From an optimization exercise on the open Yosys and OpenROAD flow, aimed at small area; shortcuts taken in it are not production practice.
At most, simulation tests tie the RTL to the original design; equivalence was not proved.
No activity file was given, so power comes from the tool's default toggle rates.

## job 8664
## wmr928_fsc
module wmr928_fsc (
    input  wire         clk,
    input  wire         rst,           
    input  wire         in_valid,
    input  wire [7:0]   in_data,
    input  wire [1:0]   in_fail,       
    output wire         in_ready,
    output wire [2:0]   o_state,
    output wire [1:0]   o_err,
    output wire [7:0]   o_dev,
    output wire [3:0]   o_len,
    output wire [3:0]   o_cnt,
    output wire [7:0]   o_acc,
    output wire [103:0] o_fb,          
    output wire         o_sync,
    output wire         o_frame_ok,
    output wire         o_cksum_fail,
    output wire         o_nop,
    output wire         o_unk_skip,
    output wire         o_fatal,
    output wire         o_low_batt,
    output wire [10:0]  o_wind_dir,
    output wire [14:0]  o_wind_gust_c,
    output wire         o_rain_rate_over,
    output wire         o_rain_total_over,
    output wire         o_rain_yest_over,
    output wire [7:0]   o_minute,
    input  wire [7:0]   bcd_in,
    output wire [7:0]   bcd_out
);
    localparam [1:0] ST_HUNT  = 2'd0;
    localparam [1:0] ST_MARK1 = 2'd1;
    localparam [1:0] ST_CODE  = 2'd2;
    localparam [1:0] ST_DATA  = 2'd3;
    reg [1:0] st;
    reg [1:0] err;
    reg [7:0] dev;
    reg [3:1] len;
    reg [3:0] cnt;
    reg [7:0] acc;
    reg [7:0] fb [0:12];
    wire halted = err[1] | err[0];
    assign in_ready = !rst && !halted;
    wire is_fail   = in_fail[1] | in_fail[0];
    wire take_fail = !halted && is_fail;
    wire take_byte = !halted && !is_fail && in_valid;
    wire       hi_zero  = (in_data[7:4] == 4'd0);
    wire [3:0] c        = in_data[3:0];
    wire       code_ok  = hi_zero && (c[3] ? (c[2] & c[1]) : !(c[2] & c[1] & c[0]));
    reg  [3:1] code_len;             
    always @(*) begin
        case (c)
            4'd0:    code_len = 3'b100;   
            4'd1:    code_len = 3'b110;   
            4'd3:    code_len = 3'b011;   
            4'd6:    code_len = 3'b101;   
            4'd14:   code_len = 3'b001;   
            default: code_len = 3'b000;   
        endcase
    end
    wire code_nop = (code_len == 3'b000);
    wire last_byte = len[3] ? (len[2] ? (cnt[3] & cnt[2])                
                                      : (len[1] ? (cnt[3] & cnt[1])        
                                                : (cnt[2] & cnt[1] & cnt[0])))  
                            : (cnt[0] & (!len[2] | cnt[2]));             
  ...
For scale: roughly 130 flip-flops, roughly 210 I/O pins.
==> flow/config.mk <==
export PLATFORM = sky130hd
export DESIGN_NAME = wmr928_fsc
export DESIGN_NICKNAME = wmr928_fsc
export VERILOG_FILES = /design/flow/design.v
export SDC_FILE = /design/flow/constraint.sdc
export NUM_CORES = 4
export LEC_CHECK = 0
export CAP_MARGIN = 20
export CORE_MARGIN = 2
export CORE_UTILIZATION = 40
export SLEW_MARGIN = 20
export SYNTH_HIERARCHICAL = 1
==> flow/constraint.sdc <==
create_clock -name core_clock -period 7.0 [get_ports {clk}]
set_input_delay 1.4000 -clock core_clock [delete_from_list [all_inputs] [get_ports {clk}]]
set_output_delay 1.4000 -clock core_clock [all_outputs]
set_load 0.01 [all_outputs]
standard.sh (not shown) runs the stock make flow with config.mk's settings and CLKGATE_MAP_FILE= SYNTH_SCRIPT=/design/flow/synth_recipe.tcl, a recipe that flattens the netlist after the stock synthesis.
==> flow/flow/run.sh <==
#!/bin/bash
# Standard ORFS layout with the smallest buffer cell on the ports and a
# clock tree of clkbuf_4 cells without dummy loads.
set -euo pipefail
bash standard.sh "BUFFER_PORTS_ARGS=-buffer_cell sky130_fd_sc_hd__buf_1" \
  "CTS_ARGS=-repair_clock_nets -dont_use_dummy_load -buf_list sky130_fd_sc_hd__clkbuf_4" \
  "RECOVER_POWER=100" \
  finish > standard.log 2>&1
Input changes introduced in job 590 (baseline for comparison: job 8664):
--- a/flow/design.v
+++ b/flow/design.v
@@ -112,26 +112,33 @@
                         end
                     end
                     ST_DATA:  if (last_byte) st <= ST_HUNT;
                 endcase
             end
         end
     end
     assign o_frame_ok   = strobe[1] & strobe[0];
     assign o_cksum_fail = strobe[1] & !strobe[0];
     assign o_sync       = !strobe[1] & strobe[0] & st[1];
     assign o_nop        = !strobe[1] & strobe[0] & !st[1];
-    always @(posedge clk) begin
-        if (!rst && tb_data)
-            fb[cnt] <= in_data;
-    end
+    wire fb_we = !rst && tb_data;
+    genvar wi;
+    generate
+        for (wi = 0; wi < 13; wi = wi + 1) begin : g_fbw
+            wire sel = (wi == 12) ? (cnt[3] & cnt[2]) : (cnt == wi);
+            always @(posedge clk) begin
+                if (fb_we && sel)
+                    fb[wi] <= in_data;
+            end
+        end
+    endgenerate
     assign o_state    = {halted, st};
     assign o_err      = err;
     assign o_dev      = dev;
     assign o_len      = {len, len[3] & (len[2] | len[1])};
     assign o_cnt      = cnt;
     assign o_acc      = acc;
     assign o_fatal    = halted;
     assign o_unk_skip = 1'b0;     
     genvar gi;
     generate
         for (gi = 0; gi < 13; gi = gi + 1) begin : g_fb
## What came out
- Relative area of clock buffers and inverters in the final design essentially unchanged between job 590 and job 8664.
- Job 590 vs job 8664: post-detailed-routing wire length up by a few percent
- Measured against each other, job 590 and job 8664 differ in register-to-register slack, the higher figure coming from job 8664.
- Relative to job 8664, the area taken by multi-input logic gates measured on job 590 has increased by a few percent.
- Area: job 590 vs job 8664 -> job 590 larger
- Total congestion overflow after global routing: job 590 vs job 8664 identical
- Effective utilization at floorplan | job 590 above job 8664
- On compound-cell area share of the yosys netlist, job 590 and job 8664 are basically level.
- Compared with job 8664, job 590 shows a higher post-placement setup slack.
For job 590, only the layout was checked, not whether the RTL still works.

## job 102
wmr928_fsc, a different RTL version from the one above (not shown whole).
Size: about 410 cells after synthesis, about 6400 µm² of cells after synthesis.
Design wmr928_fsc, start of the top module:
module wmr928_fsc (
    input  wire         clk,
    input  wire         rst,           
    input  wire         in_valid,
    input  wire [7:0]   in_data,
    input  wire [1:0]   in_fail,       
    output wire         in_ready,
    output wire [2:0]   o_state,
    output wire [1:0]   o_err,
    output wire [7:0]   o_dev,
    output wire [3:0]   o_len,
    output wire [3:0]   o_cnt,
    output wire [7:0]   o_acc,
    output wire [103:0] o_fb,          
    output wire         o_sync,
    output wire         o_frame_ok,
    output wire         o_cksum_fail,
    output wire         o_nop,
    output wire         o_unk_skip,
    output wire         o_fatal,
    output wire         o_low_batt,
    output wire [10:0]  o_wind_dir,
    output wire [14:0]  o_wind_gust_c,
    output wire         o_rain_rate_over,
    output wire         o_rain_total_over,
    output wire         o_rain_yest_over,
    output wire [7:0]   o_minute,
    input  wire [7:0]   bcd_in,
    output wire [7:0]   bcd_out
);
==> flow/config.mk <==
export PLATFORM = sky130hd
export DESIGN_NAME = wmr928_fsc
export DESIGN_NICKNAME = wmr928_fsc
export VERILOG_FILES = /design/flow/design.v
export SDC_FILE = /design/flow/constraint.sdc
export NUM_CORES = 4
export LEC_CHECK = 0
export CAP_MARGIN = 20
export CORE_MARGIN = 2
export CORE_UTILIZATION = 40
export SLEW_MARGIN = 20
export SYNTH_HIERARCHICAL = 1
==> flow/constraint.sdc <==
create_clock -name core_clock -period 7.0 [get_ports {clk}]
set_input_delay 1.4000 -clock core_clock [delete_from_list [all_inputs] [get_ports {clk}]]
set_output_delay 1.4000 -clock core_clock [all_outputs]
set_load 0.01 [all_outputs]
Scripts as last shown in full above: flow/flow/run.sh
### job 102 -> job 105
--- a/flow/design.v
+++ b/flow/design.v
@@ -23,33 +23,33 @@
     output wire [14:0]  o_wind_gust_c,
     output wire         o_rain_rate_over,
     output wire         o_rain_total_over,
     output wire         o_rain_yest_over,
     output wire [7:0]   o_minute,
     input  wire [7:0]   bcd_in,
     output wire [7:0]   bcd_out
 );
     localparam [1:0] ST_HUNT  = 2'd0;
     localparam [1:0] ST_MARK1 = 2'd1;
     localparam [1:0] ST_CODE  = 2'd2;
     localparam [1:0] ST_DATA  = 2'd3;
-    reg       hlt;
-    reg [1:0] st;        
+    reg [1:0] st;
+    reg [1:0] err;
     reg [7:0] dev;
     reg [3:1] len;
     reg [3:0] cnt;
     reg [7:0] acc;
     reg [7:0] fb [0:12];
-    wire halted = hlt;
-    assign in_ready = !rst && !hlt;
+    wire halted = err[1] | err[0];
+    assign in_ready = !rst && !halted;
     wire is_fail   = in_fail[1] | in_fail[0];
     wire take_fail = !halted && is_fail;
     wire take_byte = !halted && !is_fail && in_valid;
     wire       hi_zero  = (in_data[7:4] == 4'd0);
     wire [3:0] c        = in_data[3:0];
     wire       code_ok  = hi_zero && (c[3] ? (c[2] & c[1]) : !(c[2] & c[1] & c[0]));
     reg  [3:1] code_len;             
     always @(*) begin
         case (c)
             4'd0:    code_len = 3'b100;   
             4'd1:    code_len = 3'b110;   
             4'd3:    code_len = 3'b011;   
@@ -60,86 +60,86 @@
     end
     wire code_nop = (code_len == 3'b000);
     wire last_byte = len[3] ? (len[2] ? (cnt[3] & cnt[2])                
                                       : (len[1] ? (cnt[3] & cnt[1])        
                                                 : (cnt[2] & cnt[1] & cnt[0])))  
                             : (cnt[0] & (!len[2] | cnt[2]));             
     wire in_code    = (st == ST_CODE);
     wire in_data_st = (st == ST_DATA);
     wire tb_code    = take_byte && in_code;
     wire tb_data    = take_byte && in_data_st;
     wire       nrst  = !rst;
     wire [7:0] din   = in_data & {8{nrst}};
-    wire [7:0] acc_g = acc & {8{in_data_st & nrst}};
+    wire [7:0] acc_g = acc & {8{st[0] & nrst}};
     wire [7:0] acc_sum;
     wire       cks_eq = (acc == in_data);
     wire code_take = tb_code && code_ok;
     wire acc_en    = code_take || (tb_data && !last_byte);
     always @(posedge clk) begin
         if (rst || tb_code)
             dev <= din;
         if (rst || code_take)
             len <= code_len & {3{nrst}};
         if (rst || acc_en)
             acc <= acc_sum;
         if (rst || tb_data)
             cnt <= (rst || last_byte) ? 4'd0 : cnt + 4'd1;
     end
     reg  [1:0] strobe;
     wire       fend = tb_data && last_byte;
     wire       ff   = (in_data == 8'hFF);
     always @(posedge clk) begin
         if (rst) begin
-            hlt    <= 1'b0;
             st     <= ST_HUNT;
+            err    <= 2'd0;
             strobe <= 2'b00;
         end else begin
             strobe[1] <= fend;
             strobe[0] <= fend ? cks_eq
                               : take_byte && (((st == ST_MARK1) && ff) || (code_take && code_nop));
             if (take_fail) begin
-                hlt <= 1'b1;
-                st  <= {1'b1, in_fail[1]};       
+                st  <= ST_HUNT;
+                err <= {1'b1, in_fail[1]};
             end else if (take_byte) begin
                 case (st)
                     ST_HUNT:  if (ff) st <= ST_MARK1;
                     ST_MARK1: st <= ff ? ST_CODE : ST_HUNT;
                     ST_CODE: begin
                         if (!code_ok) begin
-                            hlt <= 1'b1;
-                            st  <= 2'd1;         
+                            st  <= ST_HUNT;
+                            err <= 2'd1;
                         end else begin
                             st  <= code_nop ? ST_HUNT : ST_DATA;
                         end
                     end
                     ST_DATA:  if (last_byte) st <= ST_HUNT;
                 endcase
             end
         end
     end
     assign o_frame_ok   = strobe[1] & strobe[0];
     assign o_cksum_fail = strobe[1] & !strobe[0];
     assign o_sync       = !strobe[1] & strobe[0] & st[1];
     assign o_nop        = !strobe[1] & strobe[0] & !st[1];
     always @(posedge clk) begin
         if (!rst && tb_data)
             fb[cnt] <= in_data;
     end
-    assign o_state    = {hlt, st & {2{!hlt}}};
-    assign o_err      = st & {2{hlt}};
+    assign o_state    = {halted, st};
+    assign o_err      = err;
     assign o_dev      = dev;
     assign o_len      = {len, len[3] & (len[2] | len[1])};
     assign o_cnt      = cnt;
     assign o_acc      = acc;
-    assign o_fatal    = hlt;
+    assign o_fatal    = halted;
     assign o_unk_skip = 1'b0;     
     genvar gi;
     generate
         for (gi = 0; gi < 13; gi = gi + 1) begin : g_fb
             assign o_fb[8*gi +: 8] = fb[gi];
         end
     endgenerate
     wire [7:0] fb0 = fb[0];
     wire [7:0] fb1 = fb[1];
     wire [7:0] fb2 = fb[2];
     wire [7:0] fb3 = fb[3];
     assign o_low_batt        = dev[3] ? fb0[7] : fb0[6];
Findings:
- To summarise job 105: no stage aborted, but the layout did not pass its checks, failing on max-capacitance violations, max-slew violations.
- Per the comparison of job 105 with job 102, post-synthesis compound-gate area fraction went up by 0.19 points; power after layout went down by 0.73%; proportion of cell area spent on the clock network was more or less identical; met1 usage went down by 0.29 points; final worst-path setup slack went down by 0.016 ns.
- Job 105 has power dissipated in combinational cells below what job 102 had.
- Compared job 102 against job 105; top achievable clock speed within noise.
Function was not checked in any run of this note: the RTL went through the layout flow alone.

[static timing again, ports no longer ideal]
The results above use ideal ports. As a check the final layouts listed here were re-extracted and re-timed, cells and wires unchanged.
Step 1, drivers: a clkbuf_16 drives clk and a buf_2 each remaining input, both assumed.
Step 2 moves the port delays by t, midway between the first and last clock arrival at a register: inputs arrive t later, outputs are due t later. That takes back most of the time a late clock gives input paths.
Slacks: no drivers / after step 1 / after step 2; pairs: no drivers / after step 1.
run	t, ns	setup slack, ns	cell pins on the clock port's net
job 8664	0.546	0.970 / 0.938 / 1.364	1
job 590	0.509	0.988 / 0.956 / 0.950	1
job 102	0.552	0.954 / 0.921 / 1.193	1
job 105	0.531	0.938 / 0.906 / 1.308	1
The setup slack of job 590, which loses most, moves by -0.032 ns with the drivers and by -0.038 ns with both steps.
